This design comes from an exercise in tuning for small area on the open sky130 flow, not from production work.
Only simulation tests tie the RTL to the original design; equivalence was not proved.
Power and IR drop assume default switching activity.

v6:
Design dkb_xcvr, start of the top module:
module dkb_xcvr (
    input  wire        clk,
    input  wire        rst,           
    input  wire        start,
    input  wire [2:0]  op,
    output wire        busy,
    input  wire        host_we,
    input  wire [6:0]  host_addr,
    input  wire [15:0] host_wdata,
    output wire [15:0] host_rdata,
    output wire        ie,
    input  wire        line_i,
    output wire        drv_oe,
    output wire        drv_o
);
    localparam [2:0] OP_DELAY     = 3'd0;
    localparam [2:0] OP_TX        = 3'd1;
    localparam [2:0] OP_RX        = 3'd2;
    localparam [2:0] OP_XFER      = 3'd3;
    localparam [2:0] OP_IDENTIFY  = 3'd4;
    localparam [2:0] OP_ORIGINATE = 3'd5;
    localparam [2:0] OP_POLL      = 3'd6;
    localparam [2:0] OP_RESPOND   = 3'd7;
    localparam [3:0] S_IDLE     = 4'd0;
    localparam [3:0] S_DLYS     = 4'd1;
    localparam [3:0] S_LOAD     = 4'd2;
    localparam [3:0] S_CFG      = 4'd3;
    localparam [3:0] S_MASK     = 4'd4;
    localparam [3:0] S_TX       = 4'd5;
    localparam [3:0] S_RX       = 4'd6;
    localparam [3:0] S_CLASSIFY = 4'd7;
    localparam [3:0] S_TURN     = 4'd8;
    localparam [3:0] S_RESTORE  = 4'd9;
    localparam [1:0] RX_WAIT_LOW  = 2'd0;
    localparam [1:0] RX_WAIT_HIGH = 2'd1;
    localparam [1:0] RX_MEASURE   = 2'd2;
    reg [3:0]  seq;
    reg [2:0]  opr;
    reg [1:0]  rxs;
    reg [20:0] cnt;
    reg [3:0]  txidx;        
    reg [7:0]  sh;           
    reg        ie_r;         
    reg [7:0]  arg_n;
    reg [7:0]  arg_max;
    reg        arg_rumble;
    reg [15:0] arg_delay;
    reg [3:0]  res_count;    
    reg        res_ok;
  ...
Size in the first run: ~1,200 cells after synthesis, roughly 360 flip-flops, roughly 15,000 um2 of cells after synthesis.
clock: 8.0 ns
lec_check: 0
cap_margin: 0
core_margin: 2
core_utilization: 40
cts_buf_list: sky130_fd_sc_hd__clkbuf_8
cts_cluster_diameter: 70
cts_cluster_size: 16
slew_margin: 0
synth_hierarchical: 1
standard.sh (not shown) runs the stock make flow with config.mk's settings and CLKGATE_MAP_FILE= SYNTH_SCRIPT=/design/flow/synth_recipe.tcl, a recipe that flattens the netlist after the stock synthesis.
==> flow/flow/run.sh <==
#!/bin/bash
# Standard ORFS layout with three changes that only shrink buffering:
#  - port buffers use the smallest buffer cell (buffer_ports -buffer_cell)
#  - timing-driven global placement does not keep its trial buffers
#    (repair_design after placement still fixes every slew/cap violation)
#  - clock tree synthesis adds no dummy loads
# The synthesis is the standard one, run unchanged first.
set -euo pipefail
bash standard.sh synth > synth.log 2>&1
export BUFFER_PORTS_ARGS="-buffer_cell sky130_fd_sc_hd__buf_1"
export GPL_KEEP_OVERFLOW=0
export CTS_ARGS="-sink_clustering_enable -repair_clock_nets -dont_use_dummy_load -buf_list sky130_fd_sc_hd__clkbuf_8 -sink_clustering_size 16 -sink_clustering_max_diameter 70"
bash standard.sh finish > layout.log 2>&1
> inputs changed (v6 -> v7)
--- a/flow/design.v
+++ b/flow/design.v
@@ -372,35 +372,35 @@
         else if (seq == S_CFG)   wd = 8'h03;
         else                     wd = {7'd0, arg_rumble};
     end
     wire poll = (opr == OP_POLL);
     wire rx_store_buf = rx_store && !respond;
     wire op_wr = (seq == S_LOAD) || ((seq == S_CFG || seq == S_MASK) && poll);
     integer i;
     always @(posedge clk) begin
         for (i = 0; i < 3; i = i + 1) begin
             if ((hw || op_wr) && sel_tx[i])
                 txbuf[i] <= wd;
             if (hw && sel_st[i])
-                status_rec[i] <= wd;
+                status_rec[i] <= host_wdata[7:0];
         end
         for (i = 0; i < 10; i = i + 1) begin
             if ((hw || rx_store_buf) && sel_rx[i])
                 rxbuf[i] <= wd;
             if (hw && sel_or[i])
-                origin_rec[i] <= wd;
+                origin_rec[i] <= host_wdata[7:0];
         end
         for (i = 0; i < 8; i = i + 1) begin
             if (hw && sel_rp[i])
-                report_rec[i] <= wd;
+                report_rec[i] <= host_wdata[7:0];
         end
     end
     always @(posedge clk) begin
         cnt <= cnt - 21'd1;
         if (go && op == OP_DELAY)
             cnt <= {5'd0, arg_delay};
         if (enter_tx)
             cnt <= 21'd0;
         if (enter_rx)
             cnt <= {21{1'b1}};
         if (rx_wait && rx_hit)
             cnt <= (rxs == RX_WAIT_HIGH) ? 21'd127 : 21'd31;
Findings:
For v7 and v6, there was not a single run that failed to finish clean. Overall fraction of global-route tracks in use: v7 vs v6 down 0.57 points. From v6 to v7 the numbers moved as follows: shortest clock period the worst path allows after layout -190 ps, overall routed net length -940 um. v7 — sequential share of layout area 0.24 points higher, v6 as reference. Overall die height came out exactly the same in v7 and v6. Initial antenna violation count was lower in v6 than in v7. From v6 to v7 the numbers moved as follows: power share of the clock group up 1.5 points; post-route met1 wirelength up about 8%; reported combinational group power down about 14%. v7 vs v6: insertion delay to the later sink of the worst-skew pair down in v7. v7 against v6; post-route cell area is down slightly.

[what the ideal ports hide]
How much do the figures lean on ideal ports? The routed layouts below were timed once more, with nothing changed but the port constraints.
Step 1, drivers: a clkbuf_16 drives clk and a buf_2 each remaining input, both assumed.
Step 2 also shifts input and output timing later by t, the mid clock arrival at the registers, as if the neighbouring blocks saw the same clock.
Slacks: ideal ports / drivers / drivers and shift; pairs: ideal ports / drivers.
| run | t (ns) | setup WS [ns] | worst slew at a driven data input, ns |
|---|---|---|---|
| v6 | 0.653 | 0.246 / 0.194 / 0.847 | 0.06 |
| v7 | 0.656 | 0.439 / 0.389 / 1.045 | 0.10 |
After both steps every run listed still meets setup and hold.
